This is an optimization exercise on Yosys and OpenROAD, whose aim is a short achievable clock period and few clock cycles, not a production implementation. Only simulation tests tie the RTL to the original design; equivalence was not proved. Power is estimated from default activity; no workload was simulated.

==> design/flow/design.v <==
module gnp_bitmath (
    input  wire [31:0] x,         
    input  wire [31:0] mn,        
    input  wire [31:0] mx,        
    output reg  [5:0]  popcnt,    
    output reg  [5:0]  bitsreq,   
    output wire        gt,        
    output wire        eq         
);
    integer i;
    reg [31:0] d;
    reg [31:0] s;
    reg [5:0]  cnt;
    assign gt = $signed(mn) > $signed(mx);
    assign eq = (mn == mx);
    always @* begin
        popcnt = 6'd0;
        for (i = 0; i < 32; i = i + 1)
            popcnt = popcnt + {5'd0, x[i]};
    end
    always @* begin
        d = mx - mn;
        s = d | (d >> 1);
        s = s | (s >> 2);
        s = s | (s >> 4);
        s = s | (s >> 8);
        s = s | (s >> 16);
        s = s >> 1;
        cnt = 6'd0;
        for (i = 0; i < 32; i = i + 1)
            cnt = cnt + {5'd0, s[i]};
        bitsreq = eq ? 6'd0 : cnt + 6'd1;
    end
endmodule
module gnp_bitio (
    input  wire        clk,
    input  wire        rst,           
    input  wire        cmd_valid,
    output reg         cmd_ready,
    input  wire [31:0] cmd_data,
    output reg         rsp_valid,
    input  wire        rsp_ready,
    output reg  [31:0] rsp_data,
    output reg         rsp_last,
    output reg         mem_req,
    output reg         mem_we,
    output reg  [11:0] mem_addr,
    output reg  [31:0] mem_wdata,
    input  wire        mem_gnt,
    input  wire        mem_rvalid,
    input  wire [31:0] mem_rdata
);
    localparam [32:0] MEM_WORDS = 33'd4096;
    localparam [7:0] C_POPCNT  = 8'h01, C_BITSREQ = 8'h02,
                     W_NEW     = 8'h10, W_BITS    = 8'h11, W_FLUSH = 8'h12,
                     W_ALIGN   = 8'h13, W_BYTES   = 8'h14, W_INT   = 8'h15,
                     R_NEW     = 8'h20, R_BITS    = 8'h21, R_ALIGN = 8'h23,
                     R_BYTES   = 8'h24, R_INT     = 8'h25;
    localparam [3:0] ST_OK = 4'd0, ST_INVCAP = 4'd1, ST_CAPEXC = 4'd2,
                     ST_OVF = 4'd3, ST_PADNZ = 4'd4, ST_MISAL = 4'd5,
                     ST_BITSR = 4'd6, ST_RANGE = 4'd7, ST_BUFB = 4'd8,
                     ST_NOTB = 4'd9, ST_FAULTED = 4'd10, ST_ILLEGAL = 4'd11,
                     ST_DESYNC = 4'd12;
    localparam [3:0] S_HDR = 4'd0, S_OPS = 4'd1, S_EXEC = 4'd2, S_WMEM = 4'd3,
                     S_RREQ = 4'd4, S_RWAIT = 4'd5, S_EXTRACT = 4'd6,
                     S_RSP = 4'd7, S_RSPDATA = 4'd8, S_WBPAY = 4'd9,
                     S_DRAIN = 4'd10, S_RBW = 4'd11;
    reg [3:0]  state;
    reg [3:0]  wret;           
    reg [31:0] hdr;
    reg [31:0] op1, op2, op3;
    reg [1:0]  opidx;          
    reg [1:0]  opneed;         
    reg [23:0] bytes_left;     
    reg [5:0]  rlen;           
    reg [3:0]  status;
    reg        has_data;
    reg [31:0] data_r;
    reg        w_bound;
    reg [3:0]  w_fault;
    reg [31:0] w_base;
    reg [31:0] w_nw;
    reg [63:0] w_scratch;
    reg [5:0]  w_sbits;
    reg [31:0] w_widx;
    reg [31:0] w_bw;
    reg        r_bound;
    reg [31:0] r_base;
    reg [31:0] r_nw;
    reg [63:0] r_scratch;
    reg [6:0]  r_sbits;
    reg [31:0] r_widx;
    reg [31:0] r_br;
    wire [7:0]  opc = hdr[7:0];
    wire [5:0]  len = hdr[13:8];
    wire [23:0] nbytes = hdr[31:8];
    reg       dec_legal;
    reg [1:0] dec_ops;
    always @* begin
        dec_legal = 1'b0;
        dec_ops   = 2'd0;
        case (cmd_data[7:0])
            C_POPCNT:  begin dec_legal = cmd_data[31:8] == 24'd0;  dec_ops = 2'd1; end
            C_BITSREQ: begin dec_legal = cmd_data[31:8] == 24'd0;  dec_ops = 2'd2; end
            W_NEW:     begin dec_legal = cmd_data[31:8] == 24'd0;  dec_ops = 2'd2; end
            W_BITS:    begin dec_legal = cmd_data[31:14] == 18'd0; dec_ops = 2'd1; end
            W_FLUSH:   begin dec_legal = cmd_data[31:8] == 24'd0;  dec_ops = 2'd0; end
            W_ALIGN:   begin dec_legal = cmd_data[31:8] == 24'd0;  dec_ops = 2'd0; end
            W_BYTES:   begin dec_legal = 1'b1;                     dec_ops = 2'd0; end
            W_INT:     begin dec_legal = cmd_data[31:8] == 24'd0;  dec_ops = 2'd3; end
            R_NEW:     begin dec_legal = cmd_data[31:8] == 24'd0;  dec_ops = 2'd2; end
            R_BITS:    begin dec_legal = cmd_data[31:14] == 18'd0; dec_ops = 2'd0; end
            R_ALIGN:   begin dec_legal = cmd_data[31:8] == 24'd0;  dec_ops = 2'd0; end
            R_BYTES:   begin dec_legal = 1'b1;                     dec_ops = 2'd0; end
            R_INT:     begin dec_legal = cmd_data[31:8] == 24'd0;  dec_ops = 2'd2; end
            default:   begin dec_legal = 1'b0;                     dec_ops = 2'd0; end
        endcase
    end
    wire [31:0] bm_min = (opc == W_INT) ? op2 : op1;
    wire [31:0] bm_max = (opc == W_INT) ? op3 : op2;
    wire [5:0]  bm_pop, bm_bits;
    wire        bm_gt, bm_eq;
    gnp_bitmath u_math (
        .x(op1), .mn(bm_min), .mx(bm_max),
        .popcnt(bm_pop), .bitsreq(bm_bits), .gt(bm_gt), .eq(bm_eq)
    );
    wire wint_ok = !bm_gt && !bm_eq &&
                   ($signed(op2) <= $signed(op1)) && ($signed(op1) <= $signed(op3));
    wire [32:0] w_nbits = {1'b0, w_nw[26:0], 5'd0};
    wire        w_sync  = ({w_widx[26:0], 5'd0} + {26'd0, w_sbits}) == w_bw;
    wire [2:0]  w_pad   = 3'd0 - w_bw[2:0];
    wire        w_full  = w_widx >= w_nw;
    reg  [31:0] wb_v;
    reg  [5:0]  wb_len;
    always @* begin
        wb_v   = 32'd0;
        wb_len = 6'd0;
        if (state == S_WBPAY) begin
            wb_v   = cmd_data;
            wb_len = (bytes_left >= 24'd4) ? 6'd32 : {1'b0, bytes_left[1:0], 3'd0};
        end else begin
            case (opc)
                W_BITS:  begin wb_v = op1;       wb_len = len;   end
                W_INT:   begin wb_v = op1 - op2; wb_len = bm_bits; end
                W_ALIGN: begin wb_v = 32'd0;     wb_len = {3'd0, w_pad}; end
                default: begin wb_v = 32'd0;     wb_len = 6'd0;  end
            endcase
        end
    end
    wire [31:0] wb_mask   = (wb_len >= 6'd32) ? 32'hFFFF_FFFF : ((32'd1 << wb_len) - 32'd1);
    wire [63:0] wb_new    = w_scratch | ({32'd0, wb_v & wb_mask} << w_sbits);
    wire [6:0]  wb_nsb    = {1'b0, w_sbits} + {1'b0, wb_len};
    wire        wb_flush  = wb_nsb >= 7'd32;
    wire [32:0] wb_bwsum  = {1'b0, w_bw} + {27'd0, wb_len};
    wire        wb_capexc = wb_bwsum > w_nbits;
    wire        wb_bufb   = wb_flush && w_full;
    wire [32:0] wy_bwsum  = {1'b0, w_bw} + {6'd0, nbytes, 3'd0};
    wire [27:0] wy_words  = ({1'b0, nbytes, 3'd0} + {22'd0, w_sbits}) >> 5;
    wire [32:0] wy_wsum   = {1'b0, w_widx} + {5'd0, wy_words};
    wire [32:0] r_nbits = {1'b0, r_nw[26:0], 5'd0};
    wire [2:0]  r_pad   = 3'd0 - r_br[2:0];
    wire        r_full  = r_widx >= r_nw;
    reg  [5:0]  rc_len;
    always @* begin
        case (opc)
            R_BITS:  rc_len = len;
            R_INT:   rc_len = bm_bits;
            R_ALIGN: rc_len = {3'd0, r_pad};
            default: rc_len = 6'd0;
        endcase
    end
    wire [32:0] rc_brsum = {1'b0, r_br} + {27'd0, rc_len};
    wire        rc_ovf   = rc_brsum > r_nbits;
    wire        rc_bufb  = ({1'b0, r_sbits} < {2'b0, rc_len}) && r_full;
    wire [32:0] ry_brsum = {1'b0, r_br} + {6'd0, nbytes, 3'd0};
    wire [27:0] ry_bits  = {1'b0, nbytes, 3'd0};
    wire [27:0] ry_loads = (ry_bits <= {21'd0, r_sbits}) ? 28'd0 :
                           ((ry_bits - {21'd0, r_sbits}) + 28'd31) >> 5;
    wire [32:0] ry_wsum  = {1'b0, r_widx} + {5'd0, ry_loads};
    wire [31:0] rx_mask = (rlen >= 6'd32) ? 32'hFFFF_FFFF : ((32'd1 << rlen) - 32'd1);
    wire [31:0] rx_out  = r_scratch[31:0] & rx_mask;
    wire [32:0] new_end = {1'b0, op1} + {3'd0, op2[31:2]};
    wire        new_inv = op2[1:0] != 2'd0;
    wire        new_bb  = new_end > MEM_WORDS;
    wire [5:0]  byte_len = (bytes_left >= 24'd4) ? 6'd32 : {1'b0, bytes_left[1:0], 3'd0};
    wire [23:0] byte_dec = (bytes_left >= 24'd4) ? 24'd4 : {22'd0, bytes_left[1:0]};
    always @* begin
        cmd_ready = (state == S_HDR) || (state == S_OPS) ||
                    (state == S_WBPAY) || (state == S_DRAIN);
        rsp_valid = (state == S_RSP) || (state == S_RSPDATA);
        rsp_data  = (state == S_RSPDATA) ? data_r : {28'd0, status};
        rsp_last  = (state == S_RSP) ? !has_data :
                    !((opc == R_BYTES) && (bytes_left != 24'd0));
        mem_req   = (state == S_WMEM) || (state == S_RREQ);
        mem_we    = (state == S_WMEM);
    end
    always @(posedge clk) begin
        if (rst) begin
            state     <= S_HDR;
            wret      <= S_HDR;
            w_bound   <= 1'b0;
            w_fault   <= 4'd0;
            w_base    <= 32'd0;
            w_nw      <= 32'd0;
            w_scratch <= 64'd0;
            w_sbits   <= 6'd0;
            w_widx    <= 32'd0;
            w_bw      <= 32'd0;
            r_bound   <= 1'b0;
            r_base    <= 32'd0;
            r_nw      <= 32'd0;
            r_scratch <= 64'd0;
            r_sbits   <= 7'd0;
            r_widx    <= 32'd0;
            r_br      <= 32'd0;
            status    <= ST_OK;
            has_data  <= 1'b0;
        end else begin
            case (state)
            S_HDR: if (cmd_valid) begin
                hdr      <= cmd_data;
                opidx    <= 2'd0;
                opneed   <= dec_ops;
                has_data <= 1'b0;
                status   <= ST_OK;
                if (!dec_legal) begin
                    status <= ST_ILLEGAL;
                    state  <= S_RSP;
                end else if (dec_ops != 2'd0) begin
                    state <= S_OPS;
                end else begin
                    state <= S_EXEC;
                end
            end
            S_OPS: if (cmd_valid) begin
                case (opidx)
                    2'd0:    op1 <= cmd_data;
                    2'd1:    op2 <= cmd_data;
                    default: op3 <= cmd_data;
                endcase
                opidx <= opidx + 2'd1;
                if (opidx + 2'd1 == opneed)
                    state <= S_EXEC;
            end
            S_EXEC: begin
                state <= S_RSP;
                case (opc)
                C_POPCNT: begin
                    data_r   <= {26'd0, bm_pop};
                    has_data <= 1'b1;
                end
                C_BITSREQ: begin
                    if (bm_gt) status <= ST_RANGE;
                    else begin
                        data_r   <= {26'd0, bm_bits};
                        has_data <= 1'b1;
                    end
                end
                W_NEW: begin
                    if (new_inv)     status <= ST_INVCAP;
                    else if (new_bb) status <= ST_BUFB;
                    else begin
                        w_base    <= op1;
                        w_nw      <= {2'd0, op2[31:2]};
                        w_scratch <= 64'd0;
                        w_sbits   <= 6'd0;
                        w_widx    <= 32'd0;
                        w_bw      <= 32'd0;
                        w_fault   <= 4'd0;
                        w_bound   <= 1'b1;
                    end
                end
                R_NEW: begin
                    if (new_inv)     status <= ST_INVCAP;
                    else if (new_bb) status <= ST_BUFB;
                    else begin
                        r_base    <= op1;
                        r_nw      <= {2'd0, op2[31:2]};
                        r_scratch <= 64'd0;
                        r_sbits   <= 7'd0;
                        r_widx    <= 32'd0;
                        r_br      <= 32'd0;
                        r_bound   <= 1'b1;
                    end
                end
                W_BITS, W_INT, W_ALIGN: begin
                    if (!w_bound)                              status <= ST_NOTB;
                    else if (w_fault != 4'd0)                  status <= ST_FAULTED;
                    else if (!w_sync) begin
                        status <= ST_DESYNC;   w_fault <= ST_DESYNC;
                    end else if (opc == W_BITS && len > 6'd32) begin
                        status <= ST_BITSR;    w_fault <= ST_BITSR;
                    end else if (opc == W_INT && !wint_ok) begin
                        status <= ST_RANGE;    w_fault <= ST_RANGE;
                    end else if (opc == W_ALIGN && w_pad == 3'd0) begin
                        status <= ST_OK;
                    end else if (wb_capexc) begin
                        status <= ST_CAPEXC;   w_fault <= ST_CAPEXC;
                    end else if (wb_bufb) begin
                        status <= ST_BUFB;     w_fault <= ST_BUFB;
                    end else begin
                        w_bw <= wb_bwsum[31:0];
                        if (wb_flush) begin
                            mem_addr  <= w_base[11:0] + w_widx[11:0];
                            mem_wdata <= wb_new[31:0];
                            w_scratch <= wb_new >> 32;
                            w_sbits   <= wb_nsb[5:0] - 6'd32;
                            w_widx    <= w_widx + 32'd1;
                            wret      <= S_RSP;
                            state     <= S_WMEM;
                        end else begin
                            w_scratch <= wb_new;
                            w_sbits   <= wb_nsb[5:0];
                        end
                    end
                end
                W_FLUSH: begin
                    if (!w_bound)                 status <= ST_NOTB;
                    else if (w_fault != 4'd0)     status <= ST_FAULTED;
                    else if (w_sbits == 6'd0)     status <= ST_OK;
                    else if (w_full) begin
                        status <= ST_BUFB;        w_fault <= ST_BUFB;
                    end else begin
                        mem_addr  <= w_base[11:0] + w_widx[11:0];
                        mem_wdata <= w_scratch[31:0];
                        w_scratch <= w_scratch >> 32;
                        w_sbits   <= 6'd0;
                        w_widx    <= w_widx + 32'd1;
                        wret      <= S_RSP;
                        state     <= S_WMEM;
                    end
                end
                W_BYTES: begin
                    bytes_left <= nbytes;
                    if (!w_bound)                    status <= ST_NOTB;
                    else if (w_fault != 4'd0)        status <= ST_FAULTED;
                    else if (!w_sync) begin
                        status <= ST_DESYNC;  w_fault <= ST_DESYNC;
                    end else if (w_bw[2:0] != 3'd0) begin
                        status <= ST_MISAL;   w_fault <= ST_MISAL;
                    end else if (wy_bwsum > w_nbits) begin
                        status <= ST_CAPEXC;  w_fault <= ST_CAPEXC;
                    end else if (wy_wsum > {1'b0, w_nw}) begin
                        status <= ST_BUFB;    w_fault <= ST_BUFB;
                    end
                    if (nbytes != 24'd0) begin
                        if (!w_bound || w_fault != 4'd0 || !w_sync || w_bw[2:0] != 3'd0 ||
                            wy_bwsum > w_nbits || wy_wsum > {1'b0, w_nw})
                            state <= S_DRAIN;
                        else
                            state <= S_WBPAY;
                    end
                end
                R_BITS, R_INT, R_ALIGN: begin
                    rlen <= rc_len;
                    if (!r_bound)                                  status <= ST_NOTB;
                    else if (opc == R_BITS && len > 6'd32)         status <= ST_BITSR;
                    else if (opc == R_INT && (bm_gt || bm_eq))     status <= ST_RANGE;
                    else if (opc == R_ALIGN && r_pad == 3'd0)      status <= ST_OK;
                    else if (rc_ovf)                               status <= ST_OVF;
                    else if (rc_bufb)                              status <= ST_BUFB;
                    else begin
                        if (opc != R_ALIGN) has_data <= 1'b1;
                        if ({1'b0, r_sbits} < {2'b0, rc_len}) begin
                            mem_addr <= r_base[11:0] + r_widx[11:0];
                            state    <= S_RREQ;
                        end else begin
                            state    <= S_EXTRACT;
                        end
                    end
                end
                R_BYTES: begin
                    bytes_left <= nbytes;
                    if (!r_bound)                         status <= ST_NOTB;
                    else if (r_br[2:0] != 3'd0)           status <= ST_MISAL;
                    else if (ry_brsum > r_nbits)          status <= ST_OVF;
                    else if (ry_wsum > {1'b0, r_nw})      status <= ST_BUFB;
                    else if (nbytes != 24'd0)             has_data <= 1'b1;
                end
                default: status <= ST_ILLEGAL;
                endcase
            end
            S_WBPAY: if (cmd_valid) begin
                bytes_left <= bytes_left - byte_dec;
                w_bw       <= wb_bwsum[31:0];
                if (wb_flush) begin
                    mem_addr  <= w_base[11:0] + w_widx[11:0];
                    mem_wdata <= wb_new[31:0];
                    w_scratch <= wb_new >> 32;
                    w_sbits   <= wb_nsb[5:0] - 6'd32;
                    w_widx    <= w_widx + 32'd1;
                    wret      <= (bytes_left == byte_dec) ? S_RSP : S_WBPAY;
                    state     <= S_WMEM;
                end else begin
                    w_scratch <= wb_new;
                    w_sbits   <= wb_nsb[5:0];
                    if (bytes_left == byte_dec) state <= S_RSP;
                end
            end
            S_DRAIN: if (cmd_valid) begin
                bytes_left <= bytes_left - byte_dec;
                if (bytes_left == byte_dec) state <= S_RSP;
            end
            S_WMEM: if (mem_gnt) state <= wret;
            S_RREQ: if (mem_gnt) state <= S_RWAIT;
            S_RWAIT: if (mem_rvalid) begin
                r_scratch <= r_scratch | ({32'd0, mem_rdata} << r_sbits);
                r_sbits   <= r_sbits + 7'd32;
                r_widx    <= r_widx + 32'd1;
                state     <= S_EXTRACT;
            end
            S_EXTRACT: begin
                r_scratch <= r_scratch >> rlen;
                r_sbits   <= r_sbits - {1'b0, rlen};
                r_br      <= r_br + {26'd0, rlen};
                case (opc)
                    R_INT:   begin data_r <= rx_out + op1; state <= S_RSP; end
                    R_ALIGN: begin
                        if (rx_out != 32'd0) status <= ST_PADNZ;
                        state <= S_RSP;
                    end
                    R_BYTES: begin
                        data_r     <= rx_out;
                        bytes_left <= bytes_left - byte_dec;
                        state      <= S_RSPDATA;
                    end
                    default: begin data_r <= rx_out; state <= S_RSP; end
                endcase
            end
            S_RSP: if (rsp_ready) begin
                if (!has_data)             state <= S_HDR;
                else if (opc == R_BYTES)   state <= S_RBW;
                else                       state <= S_RSPDATA;
            end
            S_RBW: begin
                rlen <= byte_len;
                if ({1'b0, r_sbits} < {2'b0, byte_len}) begin
                    mem_addr <= r_base[11:0] + r_widx[11:0];
                    state    <= S_RREQ;
                end else begin
                    state    <= S_EXTRACT;
                end
            end
            S_RSPDATA: if (rsp_ready) begin
                if (opc == R_BYTES && bytes_left != 24'd0) state <= S_RBW;
                else                                       state <= S_HDR;
            end
            default: state <= S_HDR;
            endcase
        end
    end
endmodule
==> design/flow/run.sh <==
#!/bin/bash
# synth_recipe.tcl (not shown) runs the flow's synth.tcl, then flattens the netlist and writes it again
# the make line also repeats each setting of config.mk as NAME=value (left out here)
make -C /OpenROAD-flow-scripts/flow DESIGN_CONFIG=/design/flow/config.mk WORK_HOME=/design/flow/orfs CLKGATE_MAP_FILE= SYNTH_SCRIPT=/design/flow/synth_recipe.tcl finish
==> design/flow/config.mk <==
export PLATFORM = sky130hd
export DESIGN_NAME = gnp_bitio
export DESIGN_NICKNAME = gnp_bitio
export VERILOG_FILES = /design/flow/design.v
export SDC_FILE = /design/flow/constraint.sdc
export NUM_CORES = 4
export LEC_CHECK = 0
export CAP_MARGIN = 20
export CORE_MARGIN = 2
export CORE_UTILIZATION = 30
export SLEW_MARGIN = 20
==> design/flow/constraint.sdc <==
create_clock -name core_clock -period 18.0 [get_ports {clk}]
set_input_delay 3.6000 -clock core_clock [delete_from_list [all_inputs] [get_ports {clk}]]
set_output_delay 3.6000 -clock core_clock [all_outputs]
set_load 0.01 [all_outputs]
==> run summary <==
## cell usage in the layout, fill, tap and decap left out, drive strengths merged, types with 39 or more instances in the layout
cell type         n
a21oi           741
nor2b            99
or3              62
nand2           777
o21a            105
edfxtp          238
a22oi            39
nand4           118
o22ai            56
a221oi           50
fa               63
nand3           217
a211oi          134
and2             65
dfxtp           371
o211ai           60
clkbuf          107
mux2i           124
o21ai           481
xnor2           289
clkdlybuf4s50   149
buf             237
nor2           1071
a21o            224
nor4             65
and3            126
inv             490
mux4             76
a31oi           101
o31ai            61
nand2b           69
xor2            132
nor3            220
ha              700
o21bai           44
## final cells by class
cell class / instances / area (sq um)
Antenna cell: 14 / 35.03
Clock buffer: 106 / 2212
Clock inverter: 45 / 444.2
Fill cell: 22933 / 145000
Inverter: 487 / 1828
Multi-Input combinational cell: 7010 / 48250
Sequential cell: 609 / 14580
Tap cell: 2871 / 3592
Timing Repair Buffer: 387 / 3322
## critical path, delay by kind of cell (launching register included)
| kind | cells | cell delay (ns) |
|---|---|---|
| simple gates | 12 | 3.86 |
| buf+inv | 7 | 0.73 |
| compound gates | 24 | 7.23 |
| flops | 1 | 0.44 |
| fa+ha+maj | 11 | 4.71 |
| xor+xnor | 2 | 0.33 |
## how the worst min path moves through the flow
stage | depth (start not counted) | slack [ns] | from | end
after detailed placement | 2 | 0.44 | w_scratch[32] | w_scratch[32]
after floorplan | 2 | 0.42 | w_scratch[63] | w_scratch[63]
after CTS | 2 | 0.45 | w_scratch[32] | w_scratch[32]
after global routing | 2 | 0.47 | w_scratch[32] | w_scratch[32]
after global placement | 2 | 0.44 | w_scratch[32] | w_scratch[32]
final | 2 | 0.45 | w_scratch[32] | w_scratch[32]
## kinds of logic after synthesis
| kind of cell | after synthesis | synth area share |
|---|---|---|
| simple gates | 3054 | 0.2152 |
| compound gates | 2534 | 0.2515 |
| buf+inv | 947 | 0.05421 |
| fa+ha+maj | 763 | 0.1516 |
| flops | 609 | 0.2206 |
| xor+xnor | 421 | 0.05580 |
| mux | 237 | 0.05099 |
| other cells | 1 | 0.00005675 |
## synthesized netlist by cell type, types with 29 or more instances
cell | number | area, sq um
nand4_1 | 118 | 738.2
a221oi_1 | 47 | 411.6
a2111oi_0 | 32 | 280.3
a22oi_1 | 38 | 285.3
a211oi_1 | 133 | 998.5
nand2b_1 | 69 | 431.7
or2_2 | 33 | 206.5
mux2_2 | 37 | 416.7
xnor2_1 | 289 | 2531
o31ai_1 | 60 | 450.4
o21ai_0 | 471 | 2357
nor2_1 | 1070 | 4016
nand2_1 | 776 | 2913
or3_1 | 61 | 381.6
o21a_1 | 105 | 788.3
fa_1 | 63 | 1261
nor4_1 | 64 | 400.4
and2_1 | 63 | 394.1
ha_1 | 700 | 8758
mux2i_1 | 124 | 1241
o211ai_1 | 60 | 450.4
buf_1 | 50 | 187.7
o21bai_1 | 44 | 330.3
and3_1 | 126 | 788.3
a211o_1 | 29 | 254.0
a21boi_0 | 33 | 247.7
nand3_1 | 217 | 1086
edfxtp_1 | 238 | 7147
xor2_1 | 132 | 1156
o221ai_1 | 34 | 297.8
dfxtp_1 | 371 | 7427
a21oi_1 | 740 | 3704
mux4_2 | 76 | 1712
nor2b_1 | 99 | 619.3
inv_1 | 478 | 1794
nor3_1 | 219 | 1096
a31oi_1 | 101 | 631.9
o22ai_1 | 55 | 344.1
clkbuf_1 | 395 | 1483
a21o_1 | 223 | 1674
## power by group through the flow
stage               logic (mW)  registers, mW  clock network, mW
floorplan                 1.49           1.70                  0
global placement          2.30           1.77                  0
detailed placement        2.32           1.78                  0
CTS                       2.33           1.75               1.70
global route              2.57           1.77               1.75
finish                    2.39           1.76               1.68
## layer usage
metal	up-vias	track usage	part of all wire
met1	33479	0.3611	0.41
met4	20	0.1860	0.077
met2	3702	0.4239	0.43
li1	31352	-	-
met5	-	0	0.00044
met3	824	0.05184	0.087
## timing repair
item	CTS	global route
setup buffers	0	6
setup endpoints to repair	3	193
pin swaps	0	2
gates resized for setup	1	23
hold buffers	0	0
## through the flow
stage | cells | hold slack (ns) | total power [mW] | util
4_1_cts | 11509 | 0.4529 | 5.780 | 0.3377
2_1_floorplan | 8566 | 0.4202 | 3.189 | -
3_5_place_dp | 11358 | 0.4437 | 4.093 | 0.3255
3_3_place_gp | 11358 | 0.4375 | 4.072 | 0.3255
6_report | 11529 | 0.4509 | 5.835 | 0.3386
5_1_grt | 11517 | 0.4712 | 6.083 | 0.3385
==> impl_metrics.env <==
export IMPL_status="complete, no violations"
export IMPL_relSlewSlack=0.1624
export IMPL_p_seq_frac=0.302
export IMPL_top_regs="r_scratch (64), w_scratch (64)"
export IMPL_antenna_found_initial=26
export IMPL_initial_core_util=0.3013
export IMPL_timing_rr_end="status[1]"
export IMPL_ys_seq_area_frac=0.2206
export IMPL_totalWireLength_um=325000
export IMPL_required_ns=18.64
export IMPL_ant_nets=0
export IMPL_grt_pass1_wl_um=463100
export IMPL_syn_instance_count=8566
export IMPL_synthArstFlopShare=0
export IMPL_clock_latency_ns=0.76
export IMPL_cpMostUsedCell="fa_1"
export IMPL_crit_type="reg2reg"
export IMPL_rrSetupSlack_ns=0.56
export IMPL_path_clk_slew_ns=0.06
export IMPL_tightest_slew_ns=1.225
export IMPL_gr_total_overflow=0
export IMPL_period_needed_ns=17.44
export IMPL_final_cell_area_sq_um=74260
export IMPL_power_frac_clock=0.289
export IMPL_p_leak_nw=30.26
export IMPL_avgRoutedWirePerCell_um=28.19
export IMPL_slew_viol_final=0
export IMPL_cts_path_max_buffers=3
export IMPL_syn_nets=9399
export IMPL_vias=69377
export IMPL_die_y_um=473.3
export IMPL_grt_start_max_net_pins=159
export IMPL_synth_warnings=2
export IMPL_cp_startpoint="hdr[5]"
export IMPL_synth_distinct_cells=115
export IMPL_cap_violations=0
export IMPL_combPwrFrac=0.410
export IMPL_tns_ns=0
export IMPL_synth_flop_cell="dfxtp_1"
export IMPL_grt_pass1_vias=64866
export IMPL_drt_initial_drc_count=8180
export IMPL_via_per_inst=6.018
export IMPL_io_buffer_count=150
export IMPL_synth_seq_cells=609
export IMPL_setup_slack_ns=0.5594
export IMPL_fin_skew_ns=0.05988
export IMPL_numCtsBuffers=81
export IMPL_fp_coreArea_sq_um=219300
export IMPL_row_count=172
export IMPL_drive_gt1_frac=0.07161
export IMPL_dieArea_sq_um=224000
export IMPL_dp_final_hpwl_um=254200
export IMPL_placed_area_sq_um=71390
export IMPL_die_w_um=473.3
export IMPL_layout_nets=9409
export IMPL_p_sw_mw=2.484
export IMPL_synth_edf_count=238
export IMPL_slowest_delay_ns=1.01
export IMPL_power_per_cell_area_nw_per_um2=78.58
export IMPL_drc=0
export IMPL_max_freq_mhz=57.34
export IMPL_crit_end="status[1]"
export IMPL_cts_max_level=3
export IMPL_syn_area_sq_um=66080
export IMPL_cp_end_kind="register"
export IMPL_setup_viol=0
export IMPL_boundaryPins=151
export IMPL_first_pass_iters=9
export IMPL_worstPathArrival_ns=18.08
export IMPL_avgSynthCellArea_sq_um=7.714
export IMPL_hold_viol=0
export IMPL_slowest_stage="a311oi_1"
export IMPL_ir_worst_vdd_mv=0.07611
export IMPL_worstPathMaxFanout=24
export IMPL_swShare=0.4256
export IMPL_grt_use_total=0.2797
export IMPL_regToRegStartpoint="hdr[5]"
export IMPL_gp_congestion=1.000
export IMPL_cts_tree="done"
export IMPL_p_int_mw=3.351
export IMPL_root_buffer="clkbuf_16"
export IMPL_numClockSinks=609
export IMPL_rsz0062_at_grt="no"
export IMPL_period_share=0.9689
export IMPL_reg2regPathDepth=56
export IMPL_dp_slack_ns=0.008395
export IMPL_area_delta_synth_final_pct=12.38
export IMPL_start_kind="register"
export IMPL_holdCritPathClass="reg2reg"
Testbench counts, summed over its fixed seeds: cycles 100,185.

## static timing again, ports no longer ideal
The results above use ideal ports. As a check the final layout listed here was re-extracted and re-timed, cells and wires unchanged. Step 1 (the two cells are an assumption about what drives the block):
set clk [get_ports {clk}]
set_driving_cell -lib_cell sky130_fd_sc_hd__clkbuf_16 $clk
set_driving_cell -lib_cell sky130_fd_sc_hd__buf_2 [delete_from_list [all_inputs] $clk]
Step 2 times the ports against the registers' clock, not the clock port: input delays grow and output delays shrink by t, the midpoint of the rising clock arrivals with the driver on. Slacks: ideal / step 1 / step 2; pairs: ideal / step 1.
t (ns): 0.826
slack for setup (ns): 0.559 / 0.559 / 0.559
hold slack, ns: 0.451 / 0.451 / 0.451
After both steps this run still meets setup and hold. For this run, drivers alone change the setup slack by 0.000 ns; drivers and shift together by 0.000 ns.
